Source: an optimization exercise on an open RTL-to-GDS flow (aim: small area, a short achievable clock period and few clock cycles). Production flows keep margins and buffers that such runs may drop. The RTL was checked by simulation tests, not by an equivalence proof against the original design.

// jfp_csum
module jfp_csum (
    input             clk,
    input             rst,
    input             bus_valid,
    input             bus_we,
    input      [7:0]  bus_addr,
    input      [3:0]  bus_be,
    input      [31:0] bus_wdata,
    output            bus_ready,
    output reg [31:0] bus_rdata
);
==> flow/config.mk <==
export PLATFORM = sky130hd
export DESIGN_NAME = jfp_csum
export DESIGN_NICKNAME = jfp_csum
export VERILOG_FILES = /design/flow/design.v
export SDC_FILE = /design/flow/constraint.sdc
export NUM_CORES = 4
export LEC_CHECK = 0
export CAP_MARGIN = 20
export CORE_MARGIN = 2
export CORE_UTILIZATION = 35
export CTS_BUF_LIST = sky130_fd_sc_hd__clkbuf_8
export CTS_CLUSTER_SIZE = 30
export PLACE_DENSITY = 0.5
export SETUP_SLACK_MARGIN = 3.0
export SLEW_MARGIN = 20
==> flow/constraint.sdc <==
create_clock -name core_clock -period 10.0 [get_ports {clk}]
set_input_delay 2.0000 -clock core_clock [delete_from_list [all_inputs] [get_ports {clk}]]
set_output_delay 2.0000 -clock core_clock [all_outputs]
set_load 0.01 [all_outputs]
run.sh (not shown) runs the stock make flow with config.mk's settings and CLKGATE_MAP_FILE= SYNTH_SCRIPT=/design/flow/synth_recipe.tcl, a recipe that flattens the netlist after the stock synthesis.
Testbench counts at the start, summed over its fixed seeds: cycles 11,786.
Rerun with:
--- a/flow/design.v
+++ b/flow/design.v
@@ -87,12 +87,13 @@
     reg [21:0]  corr_s, corr_c;  
     reg [1:0]   blk;         
     reg         blk_ovf;     
     reg [21:0]  acc_s, acc_c;    
     reg [15:0]  rmask;           
     reg [5:0]   elast;       
+    reg         vstale;      
     reg [31:0]  h0, h1;      
     reg [15:0]  fld_r;       
     reg         lenok_r;     
     reg [1:0]   bsel;        
     reg [19:0]  ph;          
     reg [1:0]   ph_st;       
@@ -135,16 +136,17 @@
     wire cs_start = c_csum && !cs_err;
     wire [5:0]  fu = b6 + 6'd6;     
     wire [5:0]  fi = b6 + 6'd2;     
     wire [31:0] port_word = {fm[{bus_addr[3:0], 2'd0}], fm[{bus_addr[3:0], 2'd1}],
                              fm[{bus_addr[3:0], 2'd2}], fm[{bus_addr[3:0], 2'd3}]};
     wire        ph_busy  = (ph_st != 2'd0);
+    wire        hold     = ph_busy || vstale;
     wire        cs_busy  = busy && !is_parse;
     wire        first_c  = !busy || first;
     wire        blk_done = blk_ovf && !first;
-    wire        do_blk   = !ph_busy && (!busy || !blk_done);
+    wire        do_blk   = !hold && (!busy || !blk_done);
     wire [1:0]  k_first  = b6[5:4];
     wire [1:0]  k_last   = elast[5:4];
     wire [15:0] bmask    = ph_busy ? 16'hFFFF : rmask;
     wire [127:0] fm_blk;
     genvar g;
     generate for (g = 0; g < 16; g = g + 1) begin : g_blk
@@ -228,13 +230,12 @@
     wire [15:0] vl_d  = r0 ? 16'h0 : c_desc ? pl_len : c_trunc ? c_imm :
                         p_commit ? h_len : bus_wdata[15:0];
     wire [15:0] nvb   = vb_we ? vb_d : view_base;
     wire [15:0] nvl_np = !vl_we_np ? view_len : r0 ? 16'h0 : c_desc ? pl_len :
                          c_trunc ? c_imm : bus_wdata[15:0];
     wire [5:0]  elast_np = nvb[5:0] + nvl_np[5:0] - 6'd1;
-    wire [5:0]  elast_pc = b6 + h_len[5:0] - 6'd1;
     always @(posedge clk) begin
         if (rst || cmd_wr)
             cmd_r <= rst ? 32'h0 : bus_wdata;
         if (src_clr || (val_wr && !bus_addr[2] && bus_addr[1:0] == 2'd0)) src_val[127:96] <= wd_z;
         if (src_clr || (val_wr && !bus_addr[2] && bus_addr[1:0] == 2'd1)) src_val[95:64]  <= wd_z;
         if (src_clr || (val_wr && !bus_addr[2] && bus_addr[1:0] == 2'd2)) src_val[63:32]  <= wd_z;
@@ -244,13 +245,14 @@
         if (dst_clr || (val_wr &&  bus_addr[2] && bus_addr[1:0] == 2'd2)) dst_val[63:32]  <= wd_z;
         if (dst_clr || (val_wr &&  bus_addr[2] && bus_addr[1:0] == 2'd3)) dst_val[31:0]   <= wd_z;
         if (r0 || src_tw) src_tag <= r0 ? 2'd0 : tagv;
         if (r0 || dst_tw) dst_tag <= r0 ? 2'd0 : tagv;
         if (vb_we) view_base <= vb_d;
         if (vl_we) view_len  <= vl_d;
-        elast <= elast_n;
+        elast  <= elast_n;
+        vstale <= p_commit;
         if (r0 || p_commit) begin
             pl_base   <= r0 ? 7'h0 : b6 + 7'd8;
             udp_len   <= r0 ? 7'h0 : h_len[6:0];
             udp_sport <= r0 ? 16'h0 : hdr[63:48];
             udp_dport <= r0 ? 16'h0 : hdr[47:32];
             udp_csum  <= r0 ? 16'h0 : hdr[15:0];
@@ -292,17 +294,17 @@
             csv   <= csum_ok;
             match <= csum_ok;
         end
     end
     wire       busy_n  = !rst && (!busy ? ((p_start && !p_now) || cs_start)
                                         : !(parse_fin || csum_fin));
-    wire       first_n = !busy ? ph_busy : (first && !do_blk);
-    wire [1:0] blk_n   = !busy ? (ph_busy ? k_first : k_first + 2'd1) :
+    wire       first_n = !busy ? hold : (first && !do_blk);
+    wire [1:0] blk_n   = !busy ? (hold ? k_first : k_first + 2'd1) :
                          do_blk ? bsel + 2'd1 : blk;
     wire [1:0] bsel_n  = (!busy_n || first_n) ? nvb[5:4] : blk_n;
-    wire [5:0] elast_n = p_commit ? elast_pc : elast_np;
+    wire [5:0] elast_n = elast_np;
     wire [3:0] bstart_n = (bsel_n == nvb[5:4]) ? nvb[3:0] : 4'd0;
     wire [3:0] bend_n   = (bsel_n == elast_n[5:4]) ? elast_n[3:0] : 4'd15;
     wire [15:0] rmask_n = (16'hFFFF << bstart_n) & (16'hFFFF >> (4'd15 - bend_n));
     always @(posedge clk) begin
         if (rst)
             busy <= 1'b0;
@@ -321,15 +323,15 @@
                 ph <= ph_[19:0];
         end
         if (!busy) begin
             is_parse  <= !c_op[4];
             is_icmp   <= c_op[1];
             is_update <= c_op[0];
-            first     <= ph_busy;
-            blk       <= ph_busy ? k_first : k_first + 2'd1;
-            blk_ovf   <= !ph_busy && (k_first == k_last);
+            first     <= hold;
+            blk       <= hold ? k_first : k_first + 2'd1;
+            blk_ovf   <= !hold && (k_first == k_last);
         end else if (do_blk) begin
             first   <= 1'b0;
             blk     <= bsel + 2'd1;
             blk_ovf <= (bsel == k_last);
         end
         if (on0) h0 <= c0;
The new run went through all stages and came out clean.
Global-route usage went down by 1.4 points.
Clock skew falls by 7.3 ps.
Utilization goes down by 1.5 points.
Area after synthesis is about the same.
Die area stays flat.
Design area shrinks by 3.5%.
Testbench counts after the change, summed over its fixed seeds: cycles 11,786.

RTL: one of the versions met above, not the one the previous note started from.
Size in the first run: ~6,100 cells after synthesis, roughly 1,200 flip-flops, about 68,000 sq um of cells after synthesis.
// jfp_csum
module jfp_csum (
    input             clk,
    input             rst,
    input             bus_valid,
    input             bus_we,
    input      [7:0]  bus_addr,
    input      [3:0]  bus_be,
    input      [31:0] bus_wdata,
    output            bus_ready,
    output reg [31:0] bus_rdata
);
==> flow/config.mk <==
export PLATFORM = sky130hd
export DESIGN_NAME = jfp_csum
export DESIGN_NICKNAME = jfp_csum
export VERILOG_FILES = /design/flow/design.v
export SDC_FILE = /design/flow/constraint.sdc
export NUM_CORES = 4
export LEC_CHECK = 0
export CAP_MARGIN = 20
export CORE_MARGIN = 2
export CORE_UTILIZATION = 45
export CTS_BUF_LIST = sky130_fd_sc_hd__clkbuf_8
export CTS_CLUSTER_SIZE = 30
export PLACE_DENSITY = 0.6
export SETUP_SLACK_MARGIN = 3.0
export SLEW_MARGIN = 20
==> flow/constraint.sdc <==
create_clock -name core_clock -period 10.0 [get_ports {clk}]
set_input_delay 2.0000 -clock core_clock [delete_from_list [all_inputs] [get_ports {clk}]]
set_output_delay 2.0000 -clock core_clock [all_outputs]
set_load 0.01 [all_outputs]
Testbench counts at the start, summed over its fixed seeds: cycles 11,786.
Then changed:
--- a/flow/design.v
+++ b/flow/design.v
@@ -77,21 +77,20 @@
     reg [6:0]   udp_len;             
     reg [1:0]   src_tag, dst_tag;
     reg [127:0] src_val, dst_val;
     reg [15:0]  udp_sport, udp_dport, udp_csum;
     reg [21:0]  csum_acc;            
     reg [15:0]  csum_val, csum_stored;
     wire [15:0] pl_len = (udp_len == 7'd0) ? 16'd0 : {9'd0, udp_len - 7'd8};
     reg         busy;
     reg         is_parse, is_icmp, is_update;
     reg         first;       
-    reg [21:0]  corr_s, corr_c;  
     reg [1:0]   blk;         
     reg         blk_ovf;     
     reg [21:0]  acc_s, acc_c;    
     reg [15:0]  rmask;           
     reg [5:0]   elast;       
     reg         vstale;      
     reg [31:0]  h0, h1;      
     reg [15:0]  fld_r;       
     reg         lenok_r;     
     reg [1:0]   bsel;        
@@ -164,22 +163,20 @@
     wire [31:0] e0 = on0 ? c0 : h0;
     wire [31:0] e1 = on1 ? c1 : h1;
     wire [31:0] e2 = c2;
     wire [95:0] win12 = {e0, e1, e2};
     wire [1:0]  ob    = b6[1:0];
     wire [63:0] hdr   = win12[95 - 8 * ob -: 64];
     wire [15:0] h_len = hdr[31:16];
     wire [15:0] lenf  = hdr[31:16];
     wire [15:0] fld   = fld_r;
     wire [15:0] fld_c  = icmp_c ? hdr[47:32] : hdr[15:0];
-    wire [43:0] cc1    = csa({2'd0, ph}, {15'd0, n7}, icmp_c ? 22'd58 : 22'd17);
-    wire [43:0] cc2    = csa(cc1[21:0], cc1[43:22], {6'd0, ~fld_c});
     wire [1:0]  k_fl   = icmp_c ? (b6[5:4] + {1'b0, (b6[3:0] > 4'd12)}) :
                                   (b6[5:4] + {1'b0, (b6[3:0] > 4'd8)});
     wire [1:0]  k_hl  = b6[5:4] + {1'b0, (b6[3:0] > 4'd8)};
     wire        swap = b6[0] && !ph_busy;
     wire [15:0] wd [0:7];
     generate for (g = 0; g < 8; g = g + 1) begin : g_wd
         wire [7:0] be_ = blk_data[127 - 16 * g -: 8] & {8{bmask[2 * g]}};
         wire [7:0] bo_ = blk_data[119 - 16 * g -: 8] & {8{bmask[2 * g + 1]}};
         assign wd[g] = swap ? {bo_, be_} : {be_, bo_};
     end endgenerate
@@ -188,22 +185,24 @@
     wire [21:0] base_c = base0 ? 22'd0 : acc_c;
     wire [43:0] l1a = csa({6'd0, wd[0]}, {6'd0, wd[1]}, {6'd0, wd[2]});
     wire [43:0] l1b = csa({6'd0, wd[3]}, {6'd0, wd[4]}, {6'd0, wd[5]});
     wire [43:0] l1c = csa({6'd0, wd[6]}, {6'd0, wd[7]}, base_s);
     wire [43:0] l2a = csa(l1a[21:0], l1a[43:22], l1b[21:0]);
     wire [43:0] l2b = csa(l1b[43:22], l1c[21:0], l1c[43:22]);
     wire [43:0] l3a = csa(l2a[21:0], l2a[43:22], l2b[21:0]);
     wire [43:0] l4a = csa(l3a[21:0], l3a[43:22], l2b[43:22]);
     wire [43:0] l5a = csa(l4a[21:0], l4a[43:22], base_c);
     wire [22:0] ph_  = ks22(acc_s, acc_c, 1'b0);
-    wire [43:0] rw1   = csa(acc_s, acc_c, corr_s);
-    wire [43:0] rw2   = csa(rw1[21:0], rw1[43:22], corr_c);
+    wire [43:0] cc1   = csa({2'd0, ph}, {15'd0, n7}, is_icmp ? 22'd58 : 22'd17);
+    wire [43:0] rw1   = csa(acc_s, acc_c, cc1[21:0]);
+    wire [43:0] rw1b  = csa(rw1[21:0], rw1[43:22], cc1[43:22]);
+    wire [43:0] rw2   = csa(rw1b[21:0], rw1b[43:22], {6'd0, ~fld_r});
     wire [43:0] rw3   = csa(rw2[21:0], rw2[43:22], 22'h3F0001);    
     wire [22:0] raw_  = ks22(rw3[21:0], rw3[43:22], 1'b0);
     wire [21:0] raw   = raw_[21:0];
     wire [31:0] ea1   = ecsa(rw2[15:0], rw2[37:22], {10'd0, rw2[21:16]});
     wire [31:0] ea2   = ecsa(ea1[15:0], ea1[31:16], {10'd0, rw2[43:38]});
     wire [15:0] fold2 = eac16(ea2[15:0], ea2[31:16]);
     wire [15:0] val   = (fold2 == 16'h0) ? 16'h0 : ~fold2;
     wire p_hdr     = do_blk && (bsel == k_hl);
     wire parse_fin = busy && is_parse && p_hdr;
     wire p_now     = p_start && p_hdr;              
@@ -332,22 +331,20 @@
         end else if (do_blk) begin
             first   <= 1'b0;
             blk     <= bsel + 2'd1;
             blk_ovf <= (bsel == k_last);
         end
         if (on0) h0 <= c0;
         if (on1) h1 <= c1;
         acc_s <= l5a[21:0];
         acc_c <= l5a[43:22];
         if (do_blk && bsel == k_fl) begin
-            corr_s  <= cc2[21:0];
-            corr_c  <= cc2[43:22];
             fld_r   <= fld_c;
             lenok_r <= (lenf == view_len);
         end
         bsel  <= bsel_n;
         rmask <= rmask_n;
     end
     wire [5:0]  st0   = is_icmp ? fi : fu;
     wire        st_en = csum_fin && is_update && csum_ok;
     wire [63:0] st_dec = st_en ? (64'd1 << st0) : 64'd0;
     wire [63:0] st_we  = st_dec | {st_dec[62:0], 1'b0};
The changed run completed without violations.
Via count rose by 3.1%.
Worst setup slack gets worse by 0.55 ns.
Final area rose by 1.9%.
Routed wire length rose by about 4%.
Utilization rose by 2.3 points.
Hold slack gets better by 0.025 ns.
Cell count barely changes.
Testbench counts after the change, summed over its fixed seeds: cycles 11,786.

afterwards: timing with drivers on the ports:
How much do the figures lean on ideal ports? The routed layouts below were timed once more, with nothing changed but the port constraints. Step 1 assumes that a clkbuf_16 drives the clock port and a buf_2 every other input. Step 2 also shifts input and output timing later by t, the mid clock arrival at the registers, as if the neighbouring blocks saw the same clock. Slacks: ideal ports / drivers / drivers and shift; pairs: ideal ports / drivers.
| run | t, ns | slack for setup (ns) | slew at the worst register clock pin (ns) |
|---|---|---|---|
| the first run of note 1 | 1.110 | 2.892 / 2.811 / 2.188 | 0.10 / 0.10 |
| the second run of note 1 | 1.099 | 2.902 / 2.803 / 2.206 | 0.08 / 0.08 |
| the first run of note 2 | 1.063 | 2.886 / 2.829 / 2.239 | 0.07 / 0.07 |
| the second run of note 2 | 1.102 | 2.339 / 2.339 / 2.322 | 0.08 / 0.08 |
After both steps every run listed still meets setup and hold. The setup slack of the first run of note 1, which loses most, moves by -0.081 ns with the drivers and by -0.704 ns with both steps.
